Context: an optimization exercise on an open-source flow, tuned for small area, a short achievable clock period and few clock cycles per item. The choices shown serve that exercise and are no tape-out recipe. Function was not checked in any run shown here: the RTL went through the layout flow alone. Power is estimated from default activity; no workload was simulated.

==> design/flow/design.v <==
module lpc1_crc24w (
    input  wire [23:0] f,
    input  wire [31:0] x,
    output wire [23:0] fn
);
    wire s0;
    lpc1_x2 u_s0 (.a(x[0]), .b(f[0]), .y(s0));
    wire s1;
    lpc1_x2 u_s1 (.a(x[1]), .b(f[1]), .y(s1));
    wire s2;
    lpc1_x2 u_s2 (.a(x[2]), .b(f[2]), .y(s2));
    wire s3;
    lpc1_x2 u_s3 (.a(x[3]), .b(f[3]), .y(s3));
    wire s4;
    lpc1_x2 u_s4 (.a(x[4]), .b(f[4]), .y(s4));
    wire s5;
    lpc1_x2 u_s5 (.a(x[5]), .b(f[5]), .y(s5));
    wire s6;
    lpc1_x2 u_s6 (.a(x[6]), .b(f[6]), .y(s6));
    wire s7;
    lpc1_x2 u_s7 (.a(x[7]), .b(f[7]), .y(s7));
    wire s8;
    lpc1_x2 u_s8 (.a(x[8]), .b(f[8]), .y(s8));
    wire s9;
    lpc1_x2 u_s9 (.a(x[9]), .b(f[9]), .y(s9));
    wire s10;
    lpc1_x2 u_s10 (.a(x[10]), .b(f[10]), .y(s10));
    wire s11;
    lpc1_x2 u_s11 (.a(x[11]), .b(f[11]), .y(s11));
    wire s12;
    lpc1_x2 u_s12 (.a(x[12]), .b(f[12]), .y(s12));
    wire s13;
    lpc1_x2 u_s13 (.a(x[13]), .b(f[13]), .y(s13));
    wire s14;
    lpc1_x2 u_s14 (.a(x[14]), .b(f[14]), .y(s14));
    wire s15;
    lpc1_x2 u_s15 (.a(x[15]), .b(f[15]), .y(s15));
    wire s16;
    lpc1_x2 u_s16 (.a(x[16]), .b(f[16]), .y(s16));
    wire s17;
    lpc1_x2 u_s17 (.a(x[17]), .b(f[17]), .y(s17));
    wire s18;
    lpc1_x2 u_s18 (.a(x[18]), .b(f[18]), .y(s18));
    wire s19;
    lpc1_x2 u_s19 (.a(x[19]), .b(f[19]), .y(s19));
    wire s20;
    lpc1_x2 u_s20 (.a(x[20]), .b(f[20]), .y(s20));
    wire s21;
    lpc1_x2 u_s21 (.a(x[21]), .b(f[21]), .y(s21));
    wire s22;
    lpc1_x2 u_s22 (.a(x[22]), .b(f[22]), .y(s22));
    wire s23;
    lpc1_x2 u_s23 (.a(x[23]), .b(f[23]), .y(s23));
    wire [31:0] y = {x[31], x[30], x[29], x[28], x[27], x[26], x[25], x[24], s23, s22, s21, s20, s19, s18, s17, s16, s15, s14, s13, s12, s11, s10, s9, s8, s7, s6, s5, s4, s3, s2, s1, s0};
    wire s24;
    lpc1_x2 u_s24 (.a(y[23]), .b(y[30]), .y(s24));
    wire s25;
    lpc1_x2 u_s25 (.a(y[24]), .b(y[25]), .y(s25));
    wire s26;
    lpc1_x2 u_s26 (.a(y[11]), .b(y[31]), .y(s26));
    wire s27;
    lpc1_x2 u_s27 (.a(y[0]), .b(y[3]), .y(s27));
    wire s28;
    lpc1_x2 u_s28 (.a(y[10]), .b(y[1]), .y(s28));
    wire s29;
    lpc1_x2 u_s29 (.a(y[2]), .b(y[5]), .y(s29));
    wire s30;
    lpc1_x2 u_s30 (.a(y[9]), .b(s24), .y(s30));
    wire s31;
    lpc1_x2 u_s31 (.a(y[4]), .b(y[8]), .y(s31));
    wire s32;
    lpc1_x2 u_s32 (.a(y[26]), .b(s25), .y(s32));
    wire s33;
    lpc1_x2 u_s33 (.a(y[7]), .b(s26), .y(s33));
    wire s34;
    lpc1_x2 u_s34 (.a(y[29]), .b(y[6]), .y(s34));
    wire s35;
    lpc1_x2 u_s35 (.a(y[28]), .b(s29), .y(s35));
    wire s36;
    lpc1_x2 u_s36 (.a(y[15]), .b(y[8]), .y(s36));
    wire s37;
    lpc1_x2 u_s37 (.a(y[20]), .b(y[27]), .y(s37));
    wire s38;
    lpc1_x2 u_s38 (.a(y[12]), .b(s27), .y(s38));
    wire s39;
    lpc1_x2 u_s39 (.a(y[4]), .b(s28), .y(s39));
    wire s40;
    lpc1_x2 u_s40 (.a(y[16]), .b(s30), .y(s40));
    wire s41;
    lpc1_x2 u_s41 (.a(y[14]), .b(y[6]), .y(s41));
    wire s42;
    lpc1_x2 u_s42 (.a(y[10]), .b(y[17]), .y(s42));
    wire s43;
    lpc1_x2 u_s43 (.a(y[22]), .b(y[30]), .y(s43));
    wire s44;
    lpc1_x2 u_s44 (.a(y[27]), .b(s31), .y(s44));
    wire s45;
    lpc1_x2 u_s45 (.a(y[18]), .b(s26), .y(s45));
    wire s46;
    lpc1_x2 u_s46 (.a(s25), .b(s34), .y(s46));
    wire s47;
    lpc1_x2 u_s47 (.a(y[19]), .b(s27), .y(s47));
    wire s48;
    lpc1_x2 u_s48 (.a(y[21]), .b(s28), .y(s48));
    wire s49;
    lpc1_x2 u_s49 (.a(y[24]), .b(s31), .y(s49));
    wire s50;
    lpc1_x2 u_s50 (.a(y[13]), .b(s39), .y(s50));
    wire s51;
    lpc1_x2 u_s51 (.a(y[1]), .b(s33), .y(s51));
    wire s52;
    lpc1_x2 u_s52 (.a(s35), .b(s30), .y(s52));
    wire s53;
    lpc1_x2 u_s53 (.a(y[7]), .b(s40), .y(s53));
    wire s54;
    lpc1_x2 u_s54 (.a(y[25]), .b(y[26]), .y(s54));
    wire s55;
    lpc1_x2 u_s55 (.a(y[15]), .b(y[2]), .y(s55));
    wire s56;
    lpc1_x2 u_s56 (.a(y[16]), .b(y[9]), .y(s56));
    wire s57;
    lpc1_x2 u_s57 (.a(y[12]), .b(s24), .y(s57));
    wire s58;
    lpc1_x2 u_s58 (.a(y[29]), .b(s32), .y(s58));
    wire s59;
    lpc1_x2 u_s59 (.a(y[23]), .b(s36), .y(s59));
    wire s60;
    lpc1_x2 u_s60 (.a(s41), .b(s29), .y(s60));
    wire s61;
    lpc1_x2 u_s61 (.a(y[6]), .b(s32), .y(s61));
    wire s62;
    lpc1_x2 u_s62 (.a(y[17]), .b(s37), .y(s62));
    wire s63;
    lpc1_x2 u_s63 (.a(y[19]), .b(s43), .y(s63));
    wire s64;
    lpc1_x2 u_s64 (.a(y[0]), .b(s37), .y(s64));
    wire s65;
    lpc1_x2 u_s65 (.a(y[13]), .b(s38), .y(s65));
    wire s66;
    lpc1_x2 u_s66 (.a(y[14]), .b(s35), .y(s66));
    wire s67;
    lpc1_x2 u_s67 (.a(s42), .b(s45), .y(s67));
    wire s68;
    lpc1_x2 u_s68 (.a(s62), .b(s32), .y(s68));
    wire s69;
    lpc1_x2 u_s69 (.a(s34), .b(s49), .y(s69));
    wire s70;
    lpc1_x2 u_s70 (.a(s44), .b(s51), .y(s70));
    wire s71;
    lpc1_x2 u_s71 (.a(y[27]), .b(y[31]), .y(s71));
    wire s72;
    lpc1_x2 u_s72 (.a(y[3]), .b(y[8]), .y(s72));
    wire s73;
    lpc1_x2 u_s73 (.a(s54), .b(s71), .y(s73));
    wire s74;
    lpc1_x2 u_s74 (.a(s72), .b(s73), .y(s74));
    assign fn[0] = ~(s57 ^ s74);
    wire s75;
    lpc1_x2 u_s75 (.a(y[28]), .b(s25), .y(s75));
    wire s76;
    lpc1_x2 u_s76 (.a(s31), .b(s75), .y(s76));
    wire s77;
    lpc1_x2 u_s77 (.a(s30), .b(s76), .y(s77));
    assign fn[1] = ~(s65 ^ s77);
    wire s78;
    lpc1_x2 u_s78 (.a(y[31]), .b(y[0]), .y(s78));
    wire s79;
    lpc1_x2 u_s79 (.a(y[14]), .b(y[5]), .y(s79));
    wire s80;
    lpc1_x2 u_s80 (.a(y[9]), .b(s78), .y(s80));
    wire s81;
    lpc1_x2 u_s81 (.a(s79), .b(s58), .y(s81));
    wire s82;
    lpc1_x2 u_s82 (.a(s80), .b(s50), .y(s82));
    assign fn[2] = ~(s81 ^ s82);
    wire s83;
    lpc1_x2 u_s83 (.a(s26), .b(s28), .y(s83));
    wire s84;
    lpc1_x2 u_s84 (.a(s38), .b(s59), .y(s84));
    wire s85;
    lpc1_x2 u_s85 (.a(s60), .b(s83), .y(s85));
    assign fn[3] = (s84 ^ s85);
    wire s86;
    lpc1_x2 u_s86 (.a(y[13]), .b(s55), .y(s86));
    wire s87;
    lpc1_x2 u_s87 (.a(s61), .b(s86), .y(s87));
    wire s88;
    lpc1_x2 u_s88 (.a(s40), .b(s87), .y(s88));
    assign fn[4] = ~(s70 ^ s88);
    wire s89;
    lpc1_x2 u_s89 (.a(y[24]), .b(s42), .y(s89));
    wire s90;
    lpc1_x2 u_s90 (.a(s89), .b(s66), .y(s90));
    assign fn[5] = (s53 ^ s90);
    wire s91;
    lpc1_x2 u_s91 (.a(s36), .b(s27), .y(s91));
    wire s92;
    lpc1_x2 u_s92 (.a(s46), .b(s91), .y(s92));
    assign fn[6] = (s67 ^ s92);
    wire s93;
    lpc1_x2 u_s93 (.a(y[18]), .b(y[23]), .y(s93));
    wire s94;
    lpc1_x2 u_s94 (.a(s56), .b(s93), .y(s94));
    wire s95;
    lpc1_x2 u_s95 (.a(s47), .b(s94), .y(s95));
    assign fn[7] = ~(s95 ^ s70);
    wire s96;
    lpc1_x2 u_s96 (.a(y[31]), .b(s39), .y(s96));
    wire s97;
    lpc1_x2 u_s97 (.a(s47), .b(s52), .y(s97));
    wire s98;
    lpc1_x2 u_s98 (.a(s68), .b(s96), .y(s98));
    assign fn[8] = ~(s97 ^ s98);
    wire s99;
    lpc1_x2 u_s99 (.a(y[0]), .b(y[11]), .y(s99));
    wire s100;
    lpc1_x2 u_s100 (.a(y[18]), .b(y[20]), .y(s100));
    wire s101;
    lpc1_x2 u_s101 (.a(s99), .b(s100), .y(s101));
    wire s102;
    lpc1_x2 u_s102 (.a(s35), .b(s48), .y(s102));
    wire s103;
    lpc1_x2 u_s103 (.a(s57), .b(s101), .y(s103));
    wire s104;
    lpc1_x2 u_s104 (.a(s69), .b(s102), .y(s104));
    assign fn[9] = ~(s103 ^ s104);
    wire s105;
    lpc1_x2 u_s105 (.a(y[21]), .b(y[9]), .y(s105));
    wire s106;
    lpc1_x2 u_s106 (.a(s29), .b(s105), .y(s106));
    wire s107;
    lpc1_x2 u_s107 (.a(s46), .b(s63), .y(s107));
    wire s108;
    lpc1_x2 u_s108 (.a(s106), .b(s51), .y(s108));
    wire s109;
    lpc1_x2 u_s109 (.a(s65), .b(s107), .y(s109));
    assign fn[10] = ~(s108 ^ s109);
    wire s110;
    lpc1_x2 u_s110 (.a(y[22]), .b(y[2]), .y(s110));
    wire s111;
    lpc1_x2 u_s111 (.a(y[7]), .b(s41), .y(s111));
    wire s112;
    lpc1_x2 u_s112 (.a(s110), .b(s64), .y(s112));
    wire s113;
    lpc1_x2 u_s113 (.a(s111), .b(s50), .y(s113));
    assign fn[11] = (s112 ^ s113);
    wire s114;
    lpc1_x2 u_s114 (.a(y[11]), .b(y[1]), .y(s114));
    wire s115;
    lpc1_x2 u_s115 (.a(y[21]), .b(y[3]), .y(s115));
    wire s116;
    lpc1_x2 u_s116 (.a(y[7]), .b(s114), .y(s116));
    wire s117;
    lpc1_x2 u_s117 (.a(s115), .b(s59), .y(s117));
    wire s118;
    lpc1_x2 u_s118 (.a(s116), .b(s66), .y(s118));
    assign fn[12] = (s117 ^ s118);
    wire s119;
    lpc1_x2 u_s119 (.a(y[22]), .b(s55), .y(s119));
    wire s120;
    lpc1_x2 u_s120 (.a(s56), .b(s38), .y(s120));
    wire s121;
    lpc1_x2 u_s121 (.a(s119), .b(s69), .y(s121));
    assign fn[13] = (s120 ^ s121);
    wire s122;
    lpc1_x2 u_s122 (.a(y[25]), .b(y[17]), .y(s122));
    wire s123;
    lpc1_x2 u_s123 (.a(y[3]), .b(y[5]), .y(s123));
    wire s124;
    lpc1_x2 u_s124 (.a(s122), .b(s123), .y(s124));
    wire s125;
    lpc1_x2 u_s125 (.a(s124), .b(s50), .y(s125));
    assign fn[14] = (s53 ^ s125);
    wire s126;
    lpc1_x2 u_s126 (.a(y[26]), .b(s49), .y(s126));
    wire s127;
    lpc1_x2 u_s127 (.a(s60), .b(s67), .y(s127));
    assign fn[15] = ~(s126 ^ s127);
    wire s128;
    lpc1_x2 u_s128 (.a(y[26]), .b(y[18]), .y(s128));
    wire s129;
    lpc1_x2 u_s129 (.a(y[19]), .b(y[5]), .y(s129));
    wire s130;
    lpc1_x2 u_s130 (.a(y[6]), .b(s36), .y(s130));
    wire s131;
    lpc1_x2 u_s131 (.a(s128), .b(s129), .y(s131));
    wire s132;
    lpc1_x2 u_s132 (.a(s30), .b(s33), .y(s132));
    wire s133;
    lpc1_x2 u_s133 (.a(s130), .b(s131), .y(s133));
    assign fn[16] = ~(s132 ^ s133);
    wire s134;
    lpc1_x2 u_s134 (.a(y[10]), .b(y[20]), .y(s134));
    wire s135;
    lpc1_x2 u_s135 (.a(s134), .b(s47), .y(s135));
    wire s136;
    lpc1_x2 u_s136 (.a(s61), .b(s135), .y(s136));
    assign fn[17] = ~(s53 ^ s136);
    wire s137;
    lpc1_x2 u_s137 (.a(s31), .b(s48), .y(s137));
    wire s138;
    lpc1_x2 u_s138 (.a(s33), .b(s68), .y(s138));
    assign fn[18] = (s137 ^ s138);
    wire s139;
    lpc1_x2 u_s139 (.a(y[21]), .b(y[22]), .y(s139));
    wire s140;
    lpc1_x2 u_s140 (.a(s27), .b(s139), .y(s140));
    wire s141;
    lpc1_x2 u_s141 (.a(s45), .b(s140), .y(s141));
    assign fn[19] = ~(s52 ^ s141);
    wire s142;
    lpc1_x2 u_s142 (.a(s34), .b(s28), .y(s142));
    wire s143;
    lpc1_x2 u_s143 (.a(s32), .b(s44), .y(s143));
    wire s144;
    lpc1_x2 u_s144 (.a(s63), .b(s142), .y(s144));
    assign fn[20] = (s143 ^ s144);
    wire s145;
    lpc1_x2 u_s145 (.a(s54), .b(s64), .y(s145));
    wire s146;
    lpc1_x2 u_s146 (.a(s33), .b(s52), .y(s146));
    assign fn[21] = ~(s145 ^ s146);
    wire s147;
    lpc1_x2 u_s147 (.a(y[28]), .b(s24), .y(s147));
    wire s148;
    lpc1_x2 u_s148 (.a(s46), .b(s48), .y(s148));
    assign fn[22] = (s147 ^ s148);
    wire s149;
    lpc1_x2 u_s149 (.a(y[2]), .b(s43), .y(s149));
    wire s150;
    lpc1_x2 u_s150 (.a(s58), .b(s33), .y(s150));
    assign fn[23] = ~(s149 ^ s150);
endmodule
module lpc1_crc10w (
    input  wire [9:0]  c,
    input  wire [31:0] x,
    output wire [9:0]  cn
);
    wire s0;
    lpc1_x2 u_s0 (.a(x[0]), .b(c[2]), .y(s0));
    wire s1;
    lpc1_x2 u_s1 (.a(x[1]), .b(c[3]), .y(s1));
    wire s2;
    lpc1_x2 u_s2 (.a(x[2]), .b(c[4]), .y(s2));
    wire s3;
    lpc1_x2 u_s3 (.a(x[3]), .b(c[5]), .y(s3));
    wire s4;
    lpc1_x2 u_s4 (.a(x[4]), .b(c[6]), .y(s4));
    wire s5;
    lpc1_x2 u_s5 (.a(x[5]), .b(c[7]), .y(s5));
    wire s6;
    lpc1_x2 u_s6 (.a(x[6]), .b(c[8]), .y(s6));
    wire s7;
    lpc1_x2 u_s7 (.a(x[7]), .b(c[9]), .y(s7));
    wire s8;
    lpc1_x2 u_s8 (.a(x[14]), .b(c[0]), .y(s8));
    wire s9;
    lpc1_x2 u_s9 (.a(x[15]), .b(c[1]), .y(s9));
    wire [31:0] y = {x[31], x[30], x[29], x[28], x[27], x[26], x[25], x[24], x[23], x[22], x[21], x[20], x[19], x[18], x[17], x[16], s9, s8, x[13], x[12], x[11], x[10], x[9], x[8], s7, s6, s5, s4, s3, s2, s1, s0};
    wire s10;
    lpc1_x2 u_s10 (.a(y[23]), .b(y[24]), .y(s10));
    wire s11;
    lpc1_x2 u_s11 (.a(y[25]), .b(y[8]), .y(s11));
    wire s12;
    lpc1_x2 u_s12 (.a(y[26]), .b(y[3]), .y(s12));
    wire s13;
    lpc1_x2 u_s13 (.a(y[7]), .b(s11), .y(s13));
    wire s14;
    lpc1_x2 u_s14 (.a(y[6]), .b(s10), .y(s14));
    wire s15;
    lpc1_x2 u_s15 (.a(y[11]), .b(s13), .y(s15));
    wire s16;
    lpc1_x2 u_s16 (.a(y[9]), .b(s12), .y(s16));
    wire s17;
    lpc1_x2 u_s17 (.a(y[12]), .b(y[18]), .y(s17));
    wire s18;
    lpc1_x2 u_s18 (.a(y[13]), .b(y[19]), .y(s18));
    wire s19;
    lpc1_x2 u_s19 (.a(y[10]), .b(y[16]), .y(s19));
    wire s20;
    lpc1_x2 u_s20 (.a(y[0]), .b(y[28]), .y(s20));
    wire s21;
    lpc1_x2 u_s21 (.a(y[15]), .b(y[27]), .y(s21));
    wire s22;
    lpc1_x2 u_s22 (.a(y[1]), .b(y[29]), .y(s22));
    wire s23;
    lpc1_x2 u_s23 (.a(y[2]), .b(y[30]), .y(s23));
    wire s24;
    lpc1_x2 u_s24 (.a(y[14]), .b(y[20]), .y(s24));
    wire s25;
    lpc1_x2 u_s25 (.a(s24), .b(s16), .y(s25));
    wire s26;
    lpc1_x2 u_s26 (.a(y[12]), .b(y[31]), .y(s26));
    wire s27;
    lpc1_x2 u_s27 (.a(y[13]), .b(y[21]), .y(s27));
    wire s28;
    lpc1_x2 u_s28 (.a(y[10]), .b(s17), .y(s28));
    wire s29;
    lpc1_x2 u_s29 (.a(y[2]), .b(s19), .y(s29));
    wire s30;
    lpc1_x2 u_s30 (.a(y[14]), .b(y[22]), .y(s30));
    wire s31;
    lpc1_x2 u_s31 (.a(y[17]), .b(s20), .y(s31));
    wire s32;
    lpc1_x2 u_s32 (.a(y[4]), .b(s21), .y(s32));
    wire s33;
    lpc1_x2 u_s33 (.a(y[15]), .b(s22), .y(s33));
    wire s34;
    lpc1_x2 u_s34 (.a(y[5]), .b(s14), .y(s34));
    wire s35;
    lpc1_x2 u_s35 (.a(y[0]), .b(s23), .y(s35));
    wire s36;
    lpc1_x2 u_s36 (.a(s31), .b(s15), .y(s36));
    wire s37;
    lpc1_x2 u_s37 (.a(s15), .b(s18), .y(s37));
    wire s38;
    lpc1_x2 u_s38 (.a(s25), .b(s26), .y(s38));
    wire s39;
    lpc1_x2 u_s39 (.a(s14), .b(s32), .y(s39));
    wire s40;
    lpc1_x2 u_s40 (.a(s16), .b(s36), .y(s40));
    assign cn[0] = (s39 ^ s40);
    wire s41;
    lpc1_x2 u_s41 (.a(y[11]), .b(y[17]), .y(s41));
    wire s42;
    lpc1_x2 u_s42 (.a(y[3]), .b(s41), .y(s42));
    wire s43;
    lpc1_x2 u_s43 (.a(s28), .b(s42), .y(s43));
    wire s44;
    lpc1_x2 u_s44 (.a(s33), .b(s34), .y(s44));
    assign cn[1] = (s43 ^ s44);
    wire s45;
    lpc1_x2 u_s45 (.a(y[4]), .b(y[6]), .y(s45));
    wire s46;
    lpc1_x2 u_s46 (.a(s17), .b(s45), .y(s46));
    wire s47;
    lpc1_x2 u_s47 (.a(s35), .b(s46), .y(s47));
    assign cn[2] = (s37 ^ s47);
    wire s48;
    lpc1_x2 u_s48 (.a(y[1]), .b(y[5]), .y(s48));
    wire s49;
    lpc1_x2 u_s49 (.a(y[7]), .b(s18), .y(s49));
    wire s50;
    lpc1_x2 u_s50 (.a(s48), .b(s49), .y(s50));
    assign cn[3] = (s50 ^ s38);
    wire s51;
    lpc1_x2 u_s51 (.a(s10), .b(s27), .y(s51));
    wire s52;
    lpc1_x2 u_s52 (.a(s29), .b(s51), .y(s52));
    wire s53;
    lpc1_x2 u_s53 (.a(s52), .b(s25), .y(s53));
    assign cn[4] = (s36 ^ s53);
    wire s54;
    lpc1_x2 u_s54 (.a(y[21]), .b(y[7]), .y(s54));
    wire s55;
    lpc1_x2 u_s55 (.a(s20), .b(s22), .y(s55));
    wire s56;
    lpc1_x2 u_s56 (.a(s28), .b(s30), .y(s56));
    wire s57;
    lpc1_x2 u_s57 (.a(s14), .b(s54), .y(s57));
    wire s58;
    lpc1_x2 u_s58 (.a(s55), .b(s56), .y(s58));
    assign cn[5] = (s57 ^ s58);
    wire s59;
    lpc1_x2 u_s59 (.a(y[22]), .b(y[23]), .y(s59));
    wire s60;
    lpc1_x2 u_s60 (.a(s59), .b(s23), .y(s60));
    wire s61;
    lpc1_x2 u_s61 (.a(s33), .b(s60), .y(s61));
    assign cn[6] = (s37 ^ s61);
    wire s62;
    lpc1_x2 u_s62 (.a(y[23]), .b(y[8]), .y(s62));
    wire s63;
    lpc1_x2 u_s63 (.a(s62), .b(s35), .y(s63));
    assign cn[7] = (s63 ^ s38);
    wire s64;
    lpc1_x2 u_s64 (.a(y[31]), .b(y[8]), .y(s64));
    wire s65;
    lpc1_x2 u_s65 (.a(y[9]), .b(y[1]), .y(s65));
    wire s66;
    lpc1_x2 u_s66 (.a(y[3]), .b(s27), .y(s66));
    wire s67;
    lpc1_x2 u_s67 (.a(s19), .b(s64), .y(s67));
    wire s68;
    lpc1_x2 u_s68 (.a(s65), .b(s66), .y(s68));
    wire s69;
    lpc1_x2 u_s69 (.a(s67), .b(s32), .y(s69));
    assign cn[8] = (s68 ^ s69);
    wire s70;
    lpc1_x2 u_s70 (.a(s21), .b(s29), .y(s70));
    wire s71;
    lpc1_x2 u_s71 (.a(s12), .b(s30), .y(s71));
    wire s72;
    lpc1_x2 u_s72 (.a(s13), .b(s34), .y(s72));
    wire s73;
    lpc1_x2 u_s73 (.a(s70), .b(s71), .y(s73));
    assign cn[9] = (s72 ^ s73);
endmodule
module lpc1_crc6h (
    input  wire [15:0] x,
    output wire [5:0]  c
);
    wire s0;
    lpc1_x2 u_s0 (.a(x[1]), .b(x[7]), .y(s0));
    wire s1;
    lpc1_x2 u_s1 (.a(x[2]), .b(x[8]), .y(s1));
    wire s2;
    lpc1_x2 u_s2 (.a(x[10]), .b(s0), .y(s2));
    wire s3;
    lpc1_x2 u_s3 (.a(x[14]), .b(s1), .y(s3));
    wire s4;
    lpc1_x2 u_s4 (.a(x[13]), .b(x[3]), .y(s4));
    wire s5;
    lpc1_x2 u_s5 (.a(x[5]), .b(x[6]), .y(s5));
    wire s6;
    lpc1_x2 u_s6 (.a(x[12]), .b(x[15]), .y(s6));
    wire s7;
    lpc1_x2 u_s7 (.a(x[0]), .b(x[11]), .y(s7));
    wire s8;
    lpc1_x2 u_s8 (.a(x[9]), .b(s5), .y(s8));
    wire s9;
    lpc1_x2 u_s9 (.a(x[4]), .b(s3), .y(s9));
    wire s10;
    lpc1_x2 u_s10 (.a(x[8]), .b(s4), .y(s10));
    wire s11;
    lpc1_x2 u_s11 (.a(s2), .b(s8), .y(s11));
    assign c[0] = (s10 ^ s11);
    wire s12;
    lpc1_x2 u_s12 (.a(x[11]), .b(x[1]), .y(s12));
    wire s13;
    lpc1_x2 u_s13 (.a(x[5]), .b(s4), .y(s13));
    wire s14;
    lpc1_x2 u_s14 (.a(s12), .b(s13), .y(s14));
    assign c[1] = (s9 ^ s14);
    wire s15;
    lpc1_x2 u_s15 (.a(x[13]), .b(s6), .y(s15));
    wire s16;
    lpc1_x2 u_s16 (.a(s2), .b(s15), .y(s16));
    assign c[2] = (s9 ^ s16);
    wire s17;
    lpc1_x2 u_s17 (.a(x[15]), .b(x[6]), .y(s17));
    wire s18;
    lpc1_x2 u_s18 (.a(s7), .b(s17), .y(s18));
    wire s19;
    lpc1_x2 u_s19 (.a(s2), .b(s3), .y(s19));
    assign c[3] = (s18 ^ s19);
    wire s20;
    lpc1_x2 u_s20 (.a(x[2]), .b(x[3]), .y(s20));
    wire s21;
    lpc1_x2 u_s21 (.a(x[9]), .b(s0), .y(s21));
    wire s22;
    lpc1_x2 u_s22 (.a(s6), .b(s7), .y(s22));
    wire s23;
    lpc1_x2 u_s23 (.a(s20), .b(s21), .y(s23));
    assign c[4] = (s22 ^ s23);
    wire s24;
    lpc1_x2 u_s24 (.a(x[0]), .b(x[12]), .y(s24));
    wire s25;
    lpc1_x2 u_s25 (.a(x[4]), .b(x[7]), .y(s25));
    wire s26;
    lpc1_x2 u_s26 (.a(s1), .b(s24), .y(s26));
    wire s27;
    lpc1_x2 u_s27 (.a(s25), .b(s8), .y(s27));
    assign c[5] = (s26 ^ s27);
endmodule
module lpc1_x2 (
    input  wire a,
    input  wire b,
    output wire y
);
    assign y = a ^ b;
endmodule
module lpc1_xn2 (
    input  wire a,
    input  wire b,
    output wire y
);
    assign y = ~(a ^ b);
endmodule
module lpc1_cksum (
    input  wire        clk,
    input  wire        rst,
    input  wire        cmd_valid,
    output wire        cmd_ready,
    input  wire [31:0] cmd_word,
    input  wire [31:0] cmd_len,
    input  wire [23:0] cmd_fcs_in,
    input  wire        in_valid,
    output wire        in_ready,
    input  wire [31:0] in_data,
    output reg         done,
    output wire [7:0]  code,
    output reg  [7:0]  last_op,
    output reg         match,
    output reg  [23:0] fcs_val,
    output reg  [23:0] fcs_rx,
    output reg  [16:0] fcs_cover,
    output reg  [16:0] out_len,
    output reg  [5:0]  crc6,
    output reg  [9:0]  crc10
);
    localparam [3:0] C_OK           = 4'b0_000;    
    localparam [3:0] C_FCS_MISMATCH = 4'b0_001;    
    localparam [3:0] C_NO_CRC       = 4'b0_010;    
    localparam [3:0] C_ERR_LEN      = 4'b1_000;    
    localparam [3:0] C_ERR_TYPE     = 4'b1_001;    
    localparam [3:0] C_ERR_OVERFLOW = 4'b1_011;    
    localparam [3:0] C_ERR_PARAM    = 4'b1_100;    
    localparam [3:0] C_ERR_CMD      = 4'b1_101;    
    reg        rdy;           
    reg        irdy;          
    reg        setup;         
    reg        o_calc, o_gen, o_chk, o_crc6, o_crc10, o_splice;
    reg        illegal;       
    reg        big;           
    reg        sup_ov;        
    reg [16:0] rem;           
    reg [3:0]  jb;            
    reg        ui_elig;       
    reg [31:0] wrot;          
    reg [23:0] prev;          
    reg [1:0]  cidx;          
    reg        wv;            
    reg        wfirst;        
    reg        wsecond;       
    reg        wlast;         
    reg        ui;            
    reg        u0;            
    reg        u1;            
    reg [3:0]  jx;            
    reg        fcs_w;         
    reg        fcs_on;        
    reg        c10_on;        
    reg        cmpx;          
    reg  [3:0] code_q;
    assign code = {3'b000, code_q[3], 1'b0, code_q[2:0]};
    assign cmd_ready = rdy;
    assign in_ready  = irdy;
    wire d_calc   = (cmd_word == 32'h0000_0001);
    wire d_gen    = (cmd_word == 32'h0000_0002) || (cmd_word == 32'h0000_0102);
    wire d_chk    = (cmd_word == 32'h0000_0003);
    wire d_crc6   = (cmd_word == 32'h0000_0010);
    wire d_crc10  = (cmd_word == 32'h0000_0011);
    wire d_splice = (cmd_word == 32'h0000_0012);
    wire d_legal  = d_calc | d_gen | d_chk | d_crc6 | d_crc10 | d_splice;
    wire d_big    = (|cmd_len[31:17]) | (cmd_len[16] & (|cmd_len[15:0]));
    wire [1:0] d_j = (cmd_word[1:0] == 2'b11) ? ~cmd_len[1:0]
                                              : {cmd_len[1] ^ cmd_len[0], cmd_len[0]};
    wire [3:0] d_jh = {d_j == 2'd3, d_j == 2'd2, d_j == 2'd1, d_j == 2'd0};
    wire d_ui_elig = (d_gen & (|cmd_len[31:3])) |
                     (d_chk & ((|cmd_len[31:4]) |
                               (cmd_len[3] & (cmd_len[2] | (cmd_len[1] & cmd_len[0])))));
    wire d_iu     = d_crc6 | d_crc10 | d_splice;
    wire d_len_hi0 = (cmd_len[31:17] == 15'd0);
    wire d_le65533 = d_len_hi0 & ~cmd_len[16] & ~(&cmd_len[15:1]);
    wire d_ge3     = (|cmd_len[31:2]) | (&cmd_len[1:0]);
    wire d_fcs_w   = (d_calc & ~d_big) |
                     (d_gen & ~(cmd_word[8] & (|cmd_fcs_in)) & d_le65533) |
                     (d_chk & ~d_big & d_ge3);
    wire d_words  = d_legal & (cmd_len[31:17] == 15'd0) &
                    (cmd_len[16] ? (cmd_len[15:0] == 16'd0) : (cmd_len[15:0] != 16'd0));
    wire accept = cmd_valid & rdy;
    wire fire   = in_valid & irdy;
    wire [16:0] n        = rem;                  
    wire        n_zero   = (n == 17'd0);
    wire        n_lt2    = (n[16:1] == 16'd0);
    wire        n_lt3    = n_lt2 | (n == 17'd2);
    wire        n_lt4    = (n[16:2] == 15'd0);
    wire        n_ovf    = (n > 17'd65533);
    wire        n_ragged = |rem[1:0];            
    wire        rem_gt4  = (|rem[16:3]) | (rem[2] & (|rem[1:0]));
    wire        rem_gt8  = (|rem[16:4]) | (rem[3] & (|rem[2:0]));
    wire        more_after = wv ? rem_gt8 : rem_gt4;
    wire        iuup     = o_crc10 | o_splice;
    wire ui_pat  = (in_data[15:13] == 3'b110) & ~in_data[16];
    wire ui_word = ui_elig & ui_pat;
    wire ui_next = (u0 & ui_pat) | u1;
    wire [3:0] jn = ui_next ? 4'b0010 : jx;
    wire [3:0] t      = wrot[7:4];
    wire       t_none = (t == 4'd1);
    wire       t_ok   = (t == 4'd0) || (t == 4'd14);
    wire [5:0] crc6_word;
    lpc1_crc6h u_crc6 (.x(wrot[15:0]), .c(crc6_word));
    wire       crc6_wr = wv & wfirst &
                         ((o_crc6 & ~n_lt2) | (o_splice & t_ok & ~n_lt4));
    wire [31:0] rot = ({32{jn[0]}} & in_data) |
                      ({32{jn[1]}} & {in_data[23:0], prev[23:16]}) |
                      ({32{jn[2]}} & {in_data[15:0], prev[23:8]}) |
                      ({32{jn[3]}} & {in_data[7:0], prev[23:0]});
    localparam [23:0] FCS_INIT0 = 24'h000000, FCS_INIT1 = 24'h7016E8,
                      FCS_INIT2 = 24'hC7030A, FCS_INIT3 = 24'h53F40E;
    wire [23:0] fcs_init_b = ({24{jb[1]}} & FCS_INIT1) | ({24{jb[2]}} & FCS_INIT2) |
                             ({24{jb[3]}} & FCS_INIT3);
    wire [23:0] fcs_init   = ui_next ? FCS_INIT1 : fcs_init_b;
    wire fcs_clr  = setup & fcs_w;
    wire fcs_load = ~rdy & (cidx == 2'd0) & (fcs_clr | fcs_on);
    wire [23:0] fcs_next;
    lpc1_crc24w u_crc24 (.f(fcs_val), .x(wrot), .fn(fcs_next));
    wire [9:0] crc10_next;
    lpc1_crc10w u_crc10 (.c(crc10), .x(wrot), .cn(crc10_next));
    wire fcs_step = wv & fcs_on & ~(ui & ~wfirst & ~wsecond) &
                    ~(o_chk & wlast & n_ragged);
    wire c10_step = wv & c10_on & ~wfirst;
    wire        chk_cmp = o_chk & fcs_on &
                          ((wv & wlast & n_ragged) | cmpx);
    wire [23:0] rx_word = wrot[23:0];
    wire        rx_eq   = (fcs_val == rx_word);
    always @(posedge clk) begin
        wrot <= rot;
        if (fire)
            prev <= (iuup & (cidx == 2'd0)) ? 24'h0 : in_data[31:8];
        else if (rdy)
            prev <= 24'h0;
        if (rdy) begin
            o_calc   <= d_calc;
            o_gen    <= d_gen;
            o_chk    <= d_chk;
            o_crc6   <= d_crc6;
            o_crc10  <= d_crc10;
            o_splice <= d_splice;
            illegal  <= ~d_legal;
            big      <= d_big;
            sup_ov   <= cmd_word[8] & (|cmd_fcs_in);
            jb       <= d_jh;
            ui_elig  <= d_ui_elig;
            fcs_w    <= d_fcs_w;
        end
        if (rdy)
            rem <= cmd_len[16:0];
        else if (wv)
            rem <= rem - 17'd4;
        if (rdy) begin
            cidx   <= 2'd0;
            fcs_on <= 1'b0;
            u0     <= d_ui_elig;
            u1     <= 1'b0;
            jx     <= d_iu ? 4'b0001 : d_jh;
        end else if (fire) begin
            if (cidx != 2'd2)
                cidx <= cidx + 2'd1;
            u0  <= 1'b0;
            u1  <= u0 & ui_pat;
            jx  <= jb;
        end
        if (fcs_clr)
            fcs_on <= 1'b1;
        wfirst  <= (cidx == 2'd0);
        wsecond <= (cidx == 2'd1);
        wlast   <= ~more_after;
        if (cidx == 2'd0)
            ui <= ui_word;
        if (rdy)
            c10_on <= 1'b0;
        else if (wv & wfirst & iuup & t_ok & ~(wlast & n_ragged))
            c10_on <= 1'b1;
    end
    always @(posedge clk) begin
        if (rst) begin
            rdy       <= 1'b1;
            irdy      <= 1'b0;
            setup     <= 1'b0;
            wv        <= 1'b0;
            cmpx      <= 1'b0;
            done      <= 1'b0;
            code_q    <= 4'h0;
            last_op   <= 8'h00;
            match     <= 1'b0;
            fcs_val   <= 24'h0;
            fcs_rx    <= 24'h0;
            fcs_cover <= 17'h0;
            out_len   <= 17'h0;
            crc6      <= 6'h0;
            crc10     <= 10'h0;
        end else begin
            done  <= 1'b0;
            setup <= accept;
            cmpx  <= 1'b0;
            wv    <= fire;
            if (accept) begin
                rdy     <= 1'b0;
                last_op <= cmd_word[7:0];
            end
            if (rdy)
                irdy <= cmd_valid & d_words;
            else if (in_valid)
                irdy <= irdy & more_after;
            if (setup) begin
                if (illegal) begin
                    code_q  <= C_ERR_CMD;
                    out_len <= 17'h0;
                    done    <= 1'b1;
                    rdy     <= 1'b1;
                end else if (big) begin
                    code_q <= C_ERR_PARAM;
                    if (o_gen | o_splice)
                        out_len <= 17'h0;
                    done <= 1'b1;
                    rdy  <= 1'b1;
                end else begin
                    if (n_zero) begin
                        done <= 1'b1;
                        rdy  <= 1'b1;
                    end
                    if (o_calc) begin
                        code_q    <= C_OK;
                        fcs_cover <= n;
                    end
                    if (o_gen) begin
                        if (n_ovf) begin
                            code_q  <= C_ERR_OVERFLOW;
                            out_len <= 17'h0;
                        end else begin
                            code_q  <= C_OK;
                            out_len <= n + 17'd3;
                            fcs_cover <= sup_ov ? 17'h0 : n;
                        end
                    end
                    if (o_chk) begin
                        if (n_lt3)
                            code_q <= C_ERR_LEN;
                        else
                            fcs_cover <= n - 17'd3;
                    end
                    if (o_crc6)
                        code_q <= n_lt2 ? C_ERR_LEN : C_OK;
                    if (o_crc10)
                        code_q <= C_ERR_LEN;    
                    if (o_splice) begin
                        code_q  <= C_ERR_LEN;
                        out_len <= n;         
                    end
                end
            end
            if (fcs_load)
                fcs_val <= fcs_init;
            if (crc6_wr)
                crc6 <= crc6_word;
            if (fcs_step)
                fcs_val <= fcs_next;
            if (c10_step)
                crc10 <= crc10_next;
            if (wv & wfirst) begin
                if (ui & fcs_on)
                    fcs_cover <= 17'd7;
                if (iuup) begin
                    if (t_none) begin
                        code_q <= C_NO_CRC;
                        if (o_crc10)
                            crc10 <= 10'h0;
                    end else if (!t_ok) begin
                        code_q <= C_ERR_TYPE;
                        if (o_splice)
                            out_len <= 17'h0;
                    end else if (wlast & n_ragged) begin
                        code_q <= C_ERR_LEN;
                        if (o_splice)
                            out_len <= 17'h0;
                    end else begin
                        code_q <= C_OK;
                        crc10 <= 10'h0;
                    end
                end
            end
            if (chk_cmp) begin
                fcs_rx <= rx_word;
                match  <= rx_eq;
                code_q <= rx_eq ? C_OK : C_FCS_MISMATCH;
                done   <= 1'b1;
                rdy    <= 1'b1;
            end else if (wv & wlast) begin
                if (o_chk & fcs_on) begin
                    cmpx <= 1'b1;
                end else begin
                    done <= 1'b1;
                    rdy  <= 1'b1;
                end
            end
        end
    end
endmodule
==> design/flow/flow/run.sh <==
#!/bin/bash
# The standard layout (the standard.sh: standard synthesis, floorplan,
# placement, CTS, routing), with the ports buffered by the smallest buffer
# (sky130_fd_sc_hd__buf_1) instead of the resizer's default delay cell;
# repair_design and repair_timing resize them where needed.
set -euo pipefail
export BUFFER_PORTS_ARGS="-buffer_cell sky130_fd_sc_hd__buf_1"
bash standard.sh finish SETUP_SLACK_MARGIN=5.4 TNS_END_PERCENT=0 > standard_flow.log 2>&1
==> design/flow/standard.sh <==
#!/bin/bash
# synth_recipe.tcl (not shown) runs the flow's synth.tcl, then flattens the netlist and writes it again
# the make line also repeats each setting of config.mk as NAME=value (left out here)
make -C /OpenROAD-flow-scripts/flow DESIGN_CONFIG=/design/flow/config.mk WORK_HOME=/design/flow/orfs CLKGATE_MAP_FILE= SYNTH_SCRIPT=/design/flow/synth_recipe.tcl "${@:-finish}"
==> design/flow/config.mk <==
export PLATFORM = sky130hd
export DESIGN_NAME = lpc1_cksum
export DESIGN_NICKNAME = lpc1_cksum
export VERILOG_FILES = /design/flow/design.v
export SDC_FILE = /design/flow/constraint.sdc
export NUM_CORES = 4
export LEC_CHECK = 0
export CAP_MARGIN = 20
export CORE_MARGIN = 2
export CORE_UTILIZATION = 40
export CTS_CLUSTER_DIAMETER = 100
export CTS_CLUSTER_SIZE = 25
export SETUP_SLACK_MARGIN = 5
export SLEW_MARGIN = 20
export SYNTH_HIERARCHICAL = 1
export SYNTH_MEMORY_MAX_BITS = 8192
export SYNTH_MINIMUM_KEEP_SIZE = 0
export TNS_END_PERCENT = 0
==> design/flow/constraint.sdc <==
create_clock -name core_clock -period 8.0 [get_ports {clk}]
set_input_delay 1.6000 -clock core_clock [delete_from_list [all_inputs] [get_ports {clk}]]
set_output_delay 1.6000 -clock core_clock [all_outputs]
set_load 0.01 [all_outputs]
==> impl_metrics.toml, run 1 <==
[synthesis]
syn_inst = 1507
yosys-top-cells-count = "294 x xor2_1, 176 x nand2_1, 157 x dfxtp_1, 108 x a21oi_1, 85 x a22oi_1"
synthFlopType = "dfxtp_1"
synth_edf_count = 62
async_reset_ff_frac = 0
synth_top_area_share = 0.236
ys_seq_elements = 219
syn_area_um2 = 13300
synth.distinct_cells = 74
yosysMostFrequentCell = "xor2_1"
synth-seq-area-share = 0.375
syn_area_per_cell_um2 = 8.85
synth_area_leaders = "dfxtp_1 24%, xor2_1 19%, edfxtp_1 14%, nand2_1 5.0%, a22oi_1 4.8%"
synth.largest_area_cell = "dfxtp_1"
yosys_warnings = 7

[global_routing]
antenna_found_initial = 1
busiest_layer = "met2"
grt_pass1_wl_um = 68800
grt_util_met1 = 0.355
met2_usage = 0.390
grt_max_degree = 76
gr-usage-met3 = 0.0402
grt_overflow = 0
grt_usage = 0.249
grt_pass1_vias = 11600

[detailed_routing]
routed_wl_um = 45600
antenna_left = 0
drt-vias-per-instance = 5.60
post_drt_wl_per_cell_um = 20.7
first_pass_iters = 5
drc = 0
dr_total_vias = 12300
drt_iter0_markers = 989

[pwr]
p_per_area_nw_per_um2 = 256
peakVddDrop_uv = 155
leakage_uw = 0.00608

[clock_tree]
cts.htree.levels = 1
cts_made_buffers = 14
root_buffer = "clkbuf_16"
hold_buffers = 0
tritoncts = "done"
cts_sinks = 219
clkLatencyLatePin_ns = 0.50
clk_pin_slew_ns = 0.09
cts_max_path_buffers = 3

[run_status]
status = "complete, no violations"

[layout]
num-nets-final = 1886
n_fill_cell = 3197
syn2layout_area_growth_pct = 20.8
drive_gt1_frac = 0.120
multi_input_area_um2 = 8450
final_area_um2 = 16100
register_area_um2 = 5050
finalNonFillerCells = 2199

[worst_setup_path]
crit_required_ns = 8.25
startpoint_type = "input port"
arrival_ns = 3.06
critPathMostFrequentCell = "buf_6"
path_cells = "buf_6 > nor4_4 > nand3_2 > nor2_2 > buf_4 > buf_6 > buf_4 > buf_6 > buf_6 > a211oi_2 > a22o_1"
endpoint_kind = "flip-flop"
crit_path_top_delay_cell = "nor4_4"
path_buf_inv = 6
critical_path_class = "in2reg"
crit_family = "buffers and inverters"
crit_path_max_fanout = 3
rrSetupSlack_ns = 5.25
critPathMaxStageDelay_ns = 0.27

[floorplan]
ioPinCount = 242
die_y_um = 187
die_w_um = 187
die_area_um2 = 34800
core_area_um2 = 32700
rows = 66
initial_core_util = 0.408

[timing]
max_clock_freq_mhz = 356
drv_slew = 0
finalClockSkew_ns = 0.0156
finalCritPeriodShare = 0.351
setup_violations = 0
hold_viol = 0
fin_setup_tns_ns = 0
final.setup.worst_slack_ns = 5.19
rsz0062_at_grt = "true"
fin_crit_ns = 2.81
tightest_slew_ns = 1.17
slew_headroom = 0.218

[hold_path]
hp-class = "reg2reg"

[placed_design]
dp.final_hpwl_um = 32800
placed_cells = 2114
numPortBuffers = 237
dpl-instance-area_um2 = 14600
gp_congestion = 1.00
place_ws_ns = 3.94

[run]
maxCapViolCount = 0
area by class of cell:
class	instances	area share
multi-input combinational	1177	0.525
sequential	219	0.314
timing repair buffer	304	0.0916
tap	442	0.0343
clock buffer	17	0.0238
inverter	32	0.00746
clock inverter	7	0.00435
antenna	1	0.000155
modules after synthesis, one instance, submodules excluded:
module       area (µm²)  copies in the design  flip-flops and latches
lpc1_crc10w        87.6                     1                       0
lpc1_cksum        10800                     1                     219
lpc1_crc6h         52.6                     1                       0
lpc1_crc24w         210                     1                       0
lpc1_x2            8.76                   253                       0
stage by stage:
stage               total power, µW   util  hold WS, ns
floorplan                      2720      -        0.436
global placement               3170  0.445        0.444
detailed placement             3180  0.445        0.447
CTS                            4050  0.477        0.460
global route                   4320  0.492        0.481
finish                         4120  0.492        0.456
final timing paths:
kind	start	endpoint	cells after the start
setup / recovery	cmd_len[9]	fcs_w	11
hold / removal	fcs_rx[13]	fcs_rx[13]	2
setup reg to reg	wrot[11]	fcs_val[7]	8
hold reg to reg	fcs_rx[13]	fcs_rx[13]	2
layout by cell type (no fill, tap or decap), types with 12 or more instances in the layout:
cell type and n:
ha_1 12, nor2_1 71, xnor2_1 52, dfxtp_1 127, nand2_1 175, edfxtp_1 62, xor2_1 263, and2_1 33
a22oi_1 85, clkbuf_16 15, dfxtp_2 27, buf_1 227, a21oi_1 105, xor2_2 26, mux2i_1 18, inv_1 32
o21ai_0 49, nand3_1 14, buf_4 62, nor3_1 20, nor4_1 22, nand4_1 20
cell families (layout without fill, tap and decap cells):
group                    after synthesis  after routing  synth area share
AND/OR/NAND/NOR                      436            436             0.159
AO/OA/AOI/OAI                        357            359             0.176
XOR/XNOR                             346            346             0.227
flip-flops                           219            219             0.375
buffers and inverters                116            360            0.0347
multiplexers                          18             18            0.0135
adder cells (fa/ha/maj)               14             14            0.0131
other                                  1              5          0.000281
registers in the layout, summed over array words and instances, names as in the netlist, 2 cells and up:
register   cells
jx             4
code_q         4
prev          24
fcs_cover     17
last_op        8
out_len       17
fcs_val       24
cidx           2
fcs_rx        24
wrot          32
jb             4
rem           17
crc6           6
crc10         10
worst reg2reg max path, stage by stage (launching register included):
cell and delay (ns):
dfxtp_2 0.52, xor2_1 0.41, xor2_2 0.31, xor2_4 0.32, xor2_1 0.28, xor2_1 0.30, xnor2_1 0.20, o211ai_1 0.21
a21oi_1 0.08
repair_timing:
item | 4_1_cts | 5_1_grt
gates resized for setup | 95 | 40
pin swaps | 13 | 16
cloned | 1 | 1
setup buffers | 20 | 38
endpoints found under the hold margin | 0 | 0
endpoints found under the setup margin | 234 | 239
power by group:
part | internal (µW) | switching (µW) | leakage, µW
Sequential | 1210 | 181 | 0.00196
Clock | 361 | 427 | 0.000222
Combinational | 797 | 1140 | 0.00390
per-layer routing:
layer,wire length [µm],vias to the layer above
met3,3190,92
met2,20400,539
met4,1370,0
met1,20700,5905
li1,-,5768
met5,0,-
==> run 2: changes to the inputs <==
--- a/design/flow/design.v
+++ b/design/flow/design.v
@@ -627,9 +627,8 @@
     reg        ui;            
     reg        u0;            
     reg        u1;            
-    reg [3:0]  jx;            
+    reg        iu0;           
     reg        fcs_w;         
-    reg        fcs_on;        
     reg        c10_on;        
     reg        cmpx;          
     reg  [3:0] code_q;
@@ -675,7 +674,7 @@
     wire ui_pat  = (in_data[15:13] == 3'b110) & ~in_data[16];
     wire ui_word = ui_elig & ui_pat;
     wire ui_next = (u0 & ui_pat) | u1;
-    wire [3:0] jn = ui_next ? 4'b0010 : jx;
+    wire [3:0] jn = ui_next ? 4'b0010 : (iu0 ? 4'b0001 : jb);
     wire [3:0] t      = wrot[7:4];
     wire       t_none = (t == 4'd1);
     wire       t_ok   = (t == 4'd0) || (t == 4'd14);
@@ -692,16 +691,15 @@
     wire [23:0] fcs_init_b = ({24{jb[1]}} & FCS_INIT1) | ({24{jb[2]}} & FCS_INIT2) |
                              ({24{jb[3]}} & FCS_INIT3);
     wire [23:0] fcs_init   = ui_next ? FCS_INIT1 : fcs_init_b;
-    wire fcs_clr  = setup & fcs_w;
-    wire fcs_load = ~rdy & (cidx == 2'd0) & (fcs_clr | fcs_on);
+    wire fcs_load = ~rdy & (cidx == 2'd0) & fcs_w;
     wire [23:0] fcs_next;
     lpc1_crc24w u_crc24 (.f(fcs_val), .x(wrot), .fn(fcs_next));
     wire [9:0] crc10_next;
     lpc1_crc10w u_crc10 (.c(crc10), .x(wrot), .cn(crc10_next));
-    wire fcs_step = wv & fcs_on & ~(ui & ~wfirst & ~wsecond) &
+    wire fcs_step = wv & fcs_w & ~(ui & ~wfirst & ~wsecond) &
                     ~(o_chk & wlast & n_ragged);
     wire c10_step = wv & c10_on & ~wfirst;
-    wire        chk_cmp = o_chk & fcs_on &
+    wire        chk_cmp = o_chk & fcs_w &
                           ((wv & wlast & n_ragged) | cmpx);
     wire [23:0] rx_word = wrot[23:0];
     wire        rx_eq   = (fcs_val == rx_word);
@@ -722,8 +720,8 @@
             big      <= d_big;
             sup_ov   <= cmd_word[8] & (|cmd_fcs_in);
             jb       <= d_jh;
-            ui_elig  <= d_ui_elig;
             fcs_w    <= d_fcs_w;
+            ui_elig  <= d_ui_elig;
         end
         if (rdy)
             rem <= cmd_len[16:0];
@@ -731,19 +729,16 @@
             rem <= rem - 17'd4;
         if (rdy) begin
             cidx   <= 2'd0;
-            fcs_on <= 1'b0;
             u0     <= d_ui_elig;
             u1     <= 1'b0;
-            jx     <= d_iu ? 4'b0001 : d_jh;
+            iu0    <= d_iu;
         end else if (fire) begin
             if (cidx != 2'd2)
                 cidx <= cidx + 2'd1;
             u0  <= 1'b0;
             u1  <= u0 & ui_pat;
-            jx  <= jb;
+            iu0 <= 1'b0;
         end
-        if (fcs_clr)
-            fcs_on <= 1'b1;
         wfirst  <= (cidx == 2'd0);
         wsecond <= (cidx == 2'd1);
         wlast   <= ~more_after;
@@ -840,7 +835,7 @@
             if (c10_step)
                 crc10 <= crc10_next;
             if (wv & wfirst) begin
-                if (ui & fcs_on)
+                if (ui & fcs_w)
                     fcs_cover <= 17'd7;
                 if (iuup) begin
                     if (t_none) begin
@@ -868,7 +863,7 @@
                 done   <= 1'b1;
                 rdy    <= 1'b1;
             end else if (wv & wlast) begin
-                if (o_chk & fcs_on) begin
+                if (o_chk & fcs_w) begin
                     cmpx <= 1'b1;
                 end else begin
                     done <= 1'b1;
==> run 2 against run 1 <==
Net effect: final area fell by 2.7%; die area barely moved; still clean; global-route usage up 0.16 points; clock-buffer cell count grew 2; wire length down 0.38%.
==> impl_metrics.toml, run 2 <==
[run_status]
status = "complete, no violations"

[timing]
max_clock_freq_mhz = 349
hold_viol = 0
finalCritPeriodShare = 0.358
setup_violations = 0
rsz0062_at_grt = "true"
final.setup.worst_slack_ns = 5.13
drv_slew = 0
slew_headroom = 0.424
tightest_slew_ns = 0.861
fin_setup_tns_ns = 0
finalClockSkew_ns = 0.0234
fin_crit_ns = 2.87

[layout]
top_register = "wrot"
multi_input_area_um2 = 8340
drive_gt1_frac = 0.0853
final_area_um2 = 15700
largest_reg_flops = 32
num-nets-final = 1865
n_fill_cell = 3265
syn2layout_area_growth_pct = 17.5
n_antenna_cell = 0
layout_commonest_cell = "xor2_1"
register_area_um2 = 4930
final_cell_mix = "280 x xor2_1, 228 x buf_1, 212 x nand2_1, 135 x dfxtp_1, 87 x nor2_1"

[detailed_routing]
post_drt_wl_per_cell_um = 20.9
drt-vias-per-instance = 5.70
dr_total_vias = 12400
drc = 0
routed_wl_um = 45400
first_pass_iters = 9
drt_iter0_markers = 1297
antenna_left = 0

[clock_tree]
cts_sinks = 215
cts_max_path_buffers = 3
clk_pin_slew_ns = 0.10
tritoncts = "done"
cts_made_buffers = 14
root_buffer = "clkbuf_16"
clkLatencyLatePin_ns = 0.50
cts.htree.levels = 1
hold_buffers = 0

[hold_path]
hold_end = "out_len[13]"
hold_depth = 2
hold_start = "out_len[13]"
hp-class = "reg2reg"

[run]
maxCapViolCount = 0

[worst_setup_path]
startpoint_type = "input port"
critical_path_class = "in2reg"
reg2reg_from = "wrot[1]"
rrSetupSlack_ns = 5.17
crit_required_ns = 8.37
endpoint_kind = "flip-flop"
crit_path_max_fanout = 3
r2r-end = "fcs_val[2]"
rr_worst_depth = 8
arrival_ns = 3.23

[global_routing]
gr-usage-met3 = 0.0431
grt_max_degree = 74
grt_pass1_wl_um = 69300
grt_util_met1 = 0.357
grt_usage = 0.250
grt_pass1_vias = 11900
grt_overflow = 0
met2_usage = 0.394
busiest_layer = "met2"
antenna_found_initial = 0

[synthesis]
synth_area_leaders = "dfxtp_1 23%, xor2_1 20%, edfxtp_1 13%, nand2_1 6.0%, a21oi_1 3.2%"
synth.distinct_cells = 78
syn_inst = 1530
ys_seq_elements = 215
synth_top_area_share = 0.234
synth_edf_count = 59
yosysMostFrequentCell = "xor2_1"
async_reset_ff_frac = 0
yosys_warnings = 7
syn_area_um2 = 13300
synthFlopType = "dfxtp_1"
synth-seq-area-share = 0.367
yosys-top-cells-count = "299 x xor2_1, 212 x nand2_1, 156 x dfxtp_1, 89 x nor2_1, 86 x a21oi_1"
synth.largest_area_cell = "dfxtp_1"
syn_area_per_cell_um2 = 8.72

[floorplan]
initial_core_util = 0.408
die_w_um = 187
ioPinCount = 242
rows = 66
die_y_um = 187
die_area_um2 = 34800
core_area_um2 = 32700

[placed_design]
place_ws_ns = 4.07
dp.final_hpwl_um = 33100
gp_congestion = 0.980
numPortBuffers = 237
dpl-instance-area_um2 = 14500

[pwr]
p_per_area_nw_per_um2 = 252
leakage_uw = 0.00583
peakVddDrop_uv = 145
-- run 2: power by group --
group	internal [µW]	switching, µW	total (µW)
clock	413	423	836
combinational	703	1040	1750
sequential	1180	181	1370
-- run 2: how the worst max path moves through the flow --
| stage | end | depth (start not counted) | startpoint |
|---|---|---|---|
| 2_1_floorplan | fcs_w | 9 | cmd_len[12] |
| 3_3_place_gp | wrot[31] | 6 | in_data[13] |
| 3_5_place_dp | wrot[5] | 6 | in_data[16] |
| 4_1_cts | fcs_val[12] | 1 | fcs_val[12] |
| 5_1_grt | fcs_val[5] | 8 | wrot[5] |
| 6_report | fcs_w | 10 | cmd_len[4] |
-- run 2: cell type report --
cell class	instances	share of cell area
Tap cell	442	0.0353
Clock inverter	5	0.00599
Timing Repair Buffer	270	0.0800
Clock buffer	19	0.0263
Inverter	23	0.00551
Multi-Input combinational cell	1203	0.532
Sequential cell	215	0.314
-- run 2: stage by stage --
stage	std cells	hold slack (ns)	power, µW	util
2_1_floorplan	1533	0.437	2590	-
3_3_place_gp	2129	0.442	3040	0.444
3_5_place_dp	2129	0.446	3020	0.444
4_1_cts	2161	0.459	3900	0.471
5_1_grt	2177	0.478	4160	0.479
6_report	2177	0.457	3950	0.479
-- run 2: timing repair --
item / 4_1_cts / 5_1_grt
resized for setup: 61 / 35
pin swaps: 4 / 10
endpoints found under the setup margin: 247 / 263
buffers inserted: 6 / 15
cloned: 2 / 1
-- run 2: critical path: stages --
cell       delay (ns)
buf_4            0.13
nor4_4           0.27
nand3_2          0.16
nor2_4           0.16
nand3b_1         0.09
ha_2             0.18
or2_4            0.26
nor3b_4          0.19
a2bb2oi_2        0.07
nor2b_1          0.11
-- run 2: modules after synthesis, one instance, submodules excluded --
module,copies in the design,cells,flops+latches
lpc1_cksum,1,1237,215
lpc1_crc24w,1,24,0
lpc1_crc10w,1,10,0
lpc1_crc6h,1,6,0
lpc1_x2,253,1,0
-- run 2: metal layers --
| metal | part of all wire | up-vias |
|---|---|---|
| li1 | - | 5754 |
| met1 | 0.45 | 5970 |
| met2 | 0.44 | 594 |
| met3 | 0.086 | 82 |
| met4 | 0.024 | 0 |
| met5 | 0 | - |
-- run 2: logic make-up (layout without fill, tap and decap cells) --
logic type               Yosys count  after routing  share of synthesized area
AND/OR/NAND/NOR                  524            524                      0.189
XOR/XNOR                         346            346                      0.227
AO/OA/AOI/OAI                    294            295                      0.152
flip-flops                       215            215                      0.367
buffers and inverters            116            317                     0.0367
multiplexers                      20             20                     0.0152
adder cells (fa/ha/maj)           14             14                     0.0131
other                              1              4                   0.000281
==> run 3: changes to the inputs <==
--- a/design/flow/design.v
+++ b/design/flow/design.v
@@ -690,10 +690,10 @@
                       FCS_INIT2 = 24'hC7030A, FCS_INIT3 = 24'h53F40E;
     wire [23:0] fcs_init_b = ({24{jb[1]}} & FCS_INIT1) | ({24{jb[2]}} & FCS_INIT2) |
                              ({24{jb[3]}} & FCS_INIT3);
-    wire [23:0] fcs_init   = ui_next ? FCS_INIT1 : fcs_init_b;
-    wire fcs_load = ~rdy & (cidx == 2'd0) & fcs_w;
+    wire [23:0] fcs_init   = ui ? FCS_INIT1 : fcs_init_b;
     wire [23:0] fcs_next;
-    lpc1_crc24w u_crc24 (.f(fcs_val), .x(wrot), .fn(fcs_next));
+    wire [23:0] fcs_cur = wfirst ? fcs_init : fcs_val;
+    lpc1_crc24w u_crc24 (.f(fcs_cur), .x(wrot), .fn(fcs_next));
     wire [9:0] crc10_next;
     lpc1_crc10w u_crc10 (.c(crc10), .x(wrot), .cn(crc10_next));
     wire fcs_step = wv & fcs_w & ~(ui & ~wfirst & ~wsecond) &
@@ -826,8 +826,8 @@
                     end
                 end
             end
-            if (fcs_load)
-                fcs_val <= fcs_init;
+            if (setup & fcs_w)
+                fcs_val <= 24'h0;
             if (crc6_wr)
                 crc6 <= crc6_word;
             if (fcs_step)
==> run 3 against run 2 <==
Net effect: cell count fell by 0.28%; die area fell by 1.6%; flip-flop and latch count did not move; synthesized cell count fell by 1.3%; critical path depth fell by 3; combinational power rose by 18%; non-clock buffer count rose by 14; clock power fell by 11%; via count fell by 3.2%; global-route usage rose by 0.16 points; wire length fell by 2.9%; largest power group unchanged.
==> impl_metrics.toml, run 3 <==
[layout]
postLayoutCoreUtil = 0.476
syn2layout_area_growth_pct = 17.6
layout_commonest_cell = "xor2_1"
finalNonFillerCells = 2171
num-nets-final = 1861
drive_gt1_frac = 0.0844
final_cell_mix = "264 x xor2_1, 236 x buf_1, 220 x nand2_1, 153 x dfxtp_1, 97 x a21oi_1"
largest_reg_flops = 32
n_antenna_cell = 0
top_register = "wrot"

[global_routing]
grt_overflow = 0
grt_max_degree = 69
grt_pass1_vias = 11300
grt_pass1_wl_um = 66400
met2_usage = 0.408
busiest_layer = "met2"
grt_util_met1 = 0.343
gr-usage-met3 = 0.0364
antenna_found_initial = 0
grt_usage = 0.252

[placed_design]
gp_congestion = 0.954
place_ws_ns = 4.06
placed_cells = 2115
numPortBuffers = 237
dp.final_hpwl_um = 32800

[timing]
hold_viol = 0
slew_headroom = 0.323
drv_slew = 0
setup_violations = 0
rsz0062_at_grt = "true"
tightest_slew_ns = 1.01
finalCritPeriodShare = 0.379
finalClockSkew_ns = 0.0134
fin_setup_tns_ns = 0
max_clock_freq_mhz = 330
final.setup.worst_slack_ns = 4.97
fin_crit_ns = 3.03

[synthesis]
syn_inst = 1510
syn_area_um2 = 13100
synth_edf_count = 59
synth.distinct_cells = 68
synth.largest_area_cell = "dfxtp_1"
synth_top_area_share = 0.238
yosysMostFrequentCell = "xor2_1"
synth_area_leaders = "dfxtp_1 24%, xor2_1 20%, edfxtp_1 14%, nand2_1 6.3%, a21oi_1 3.7%"
yosys_warnings = 7
ys_seq_elements = 215
synthFlopType = "dfxtp_1"
synth-seq-area-share = 0.373
yosys-top-cells-count = "294 x xor2_1, 220 x nand2_1, 156 x dfxtp_1, 98 x a21oi_1, 75 x clkbuf_1"
async_reset_ff_frac = 0
syn_area_per_cell_um2 = 8.69

[worst_setup_path]
arrival_ns = 3.39
critPathMostFrequentCell = "or4_4"
critPathMaxStageDelay_ns = 0.50
endpoint_kind = "flip-flop"
critical_path_class = "in2reg"
path_cells = "buf_1 > nor4_2 > nand2_1 > or4_4 > or4_4 > a22oi_2 > and2_1"
crit_required_ns = 8.36
crit_path_max_fanout = 3
startpoint_type = "input port"
crit_path_top_delay_cell = "or4_4"

[clock_tree]
cts_max_path_buffers = 3
clk_pin_slew_ns = 0.10
clkLatencyLatePin_ns = 0.49
hold_buffers = 0
root_buffer = "clkbuf_16"
cts.htree.levels = 1
cts_made_buffers = 13
tritoncts = "done"
cts_sinks = 215

[detailed_routing]
dr_total_vias = 12000
drc = 0
antenna_left = 0
routed_wl_um = 44100
drt-vias-per-instance = 5.53
post_drt_wl_per_cell_um = 20.3
first_pass_iters = 11
drt_iter0_markers = 1132

[floorplan]
die_area_um2 = 34300
ioPinCount = 242
die_w_um = 185
core_area_um2 = 32400
initial_core_util = 0.405
rows = 66
die_y_um = 185

[pwr]
leakage_uw = 0.00579
p_per_area_nw_per_um2 = 268
peakVddDrop_uv = 120
total_power_uw = 4140

[hold_path]
hp-class = "reg2reg"

[run]
maxCapViolCount = 0

[run_status]
status = "complete, no violations"
[run 3: Yosys stat by module, one instance, submodules excluded]
module | cells inside | times used
lpc1_cksum | 1217 | 1
lpc1_crc6h | 6 | 1
lpc1_crc24w | 24 | 1
lpc1_crc10w | 10 | 1
lpc1_x2 | 1 | 253
[run 3: cell type report]
| cell class | instances | area (µm²) |
|---|---|---|
| fillers | 3287 | 17000 |
| multi-input cells | 1180 | 8170 |
| flip-flops and latches | 215 | 4900 |
| repair buffers | 284 | 1280 |
| well taps | 442 | 553 |
| clock buffers | 16 | 358 |
| inverters | 29 | 109 |
| clock inverters | 5 | 52.6 |
[run 3: power by group]
group	internal (µW)	total, µW	switching (µW)
clock network	346	742	396
logic	877	2060	1180
registers	1180	1340	162
[run 3: path summary, 6_finish.rpt]
check,from,end,slack (ns),cells after the start
worst max-delay path,cmd_word[9],u0,4.97,7
worst min-delay path,prev[3],wrot[3],0.46,2
worst max register to register,wfirst,fcs_val[14],5.01,10
worst min register to register,prev[3],wrot[3],0.46,2
[run 3: routing by layer]
layer / vias up / wire length (µm)
li1: 5662 / -
met1: 5732 / 19200
met2: 519 / 20500
met3: 86 / 3020
met4: 0 / 1450
met5: - / 0
[run 3: logic make-up (layout without fill, tap and decap cells)]
logic type / after synthesis / in the layout / share of synthesized area
AND/OR/NAND/NOR: 526 / 526 / 0.196
XOR/XNOR: 339 / 339 / 0.226
AO/OA/AOI/OAI: 276 / 276 / 0.139
flip-flops: 215 / 215 / 0.373
buffers and inverters: 118 / 334 / 0.0355
multiplexers: 21 / 21 / 0.0163
adder cells (fa/ha/maj): 14 / 14 / 0.0134
other: 1 / 4 / 0.000286
[run 3: stage by stage]
step / hold slack (ns) / area (µm²)
floorplan: 0.416 / 13100
global placement: 0.421 / 14300
detailed placement: 0.435 / 14300
CTS: 0.453 / 15200
global route: 0.478 / 15400
finish: 0.457 / 15400
[run 3: timing repair]
item | in CTS | in global routing
pin swaps | 13 | 8
resized for setup | 51 | 17
buffers inserted | 13 | 21
cloned | 0 | 1
endpoints found under the setup margin | 223 | 261
[run 3: worst max-delay path: cells and delay by family]
kind,cells,cell delay [ns]
compound gates,1,0.21
buf+inv,1,0.09
simple gates,5,1.49

[afterwards: timing with drivers on the ports]
The flow's constraints put no driver on any port. The routed layouts listed below were extracted and timed again, unchanged, in two steps.
Step 1 assumes that a clkbuf_16 drives the clock port and a buf_2 every other input.
Step 2 moves the port delays by t, midway between the first and last clock arrival at a register: inputs arrive t later, outputs are due t later. That takes back most of the time a late clock gives input paths.
Three values: no drivers, after step 1, after step 2; two values: the first two.
run | shift t [ns] | setup slack, ns | clock arrival spread, ns | worst register clock-pin slew, ns | cell pins on the clock port's net
run 1 | 0.546 | 5.191 / 5.177 / 4.664 | 0.016 / 0.016 | 0.10 / 0.10 | 1
run 2 | 0.548 | 5.133 / 5.144 / 4.619 | 0.037 / 0.038 | 0.11 / 0.11 | 1
run 3 | 0.536 | 4.968 / 4.998 / 4.462 | 0.015 / 0.014 | 0.11 / 0.11 | 1
After both steps every run listed still meets setup and hold. The setup slack of run 1, which loses most, moves by -0.014 ns with the drivers and by -0.527 ns with both steps.
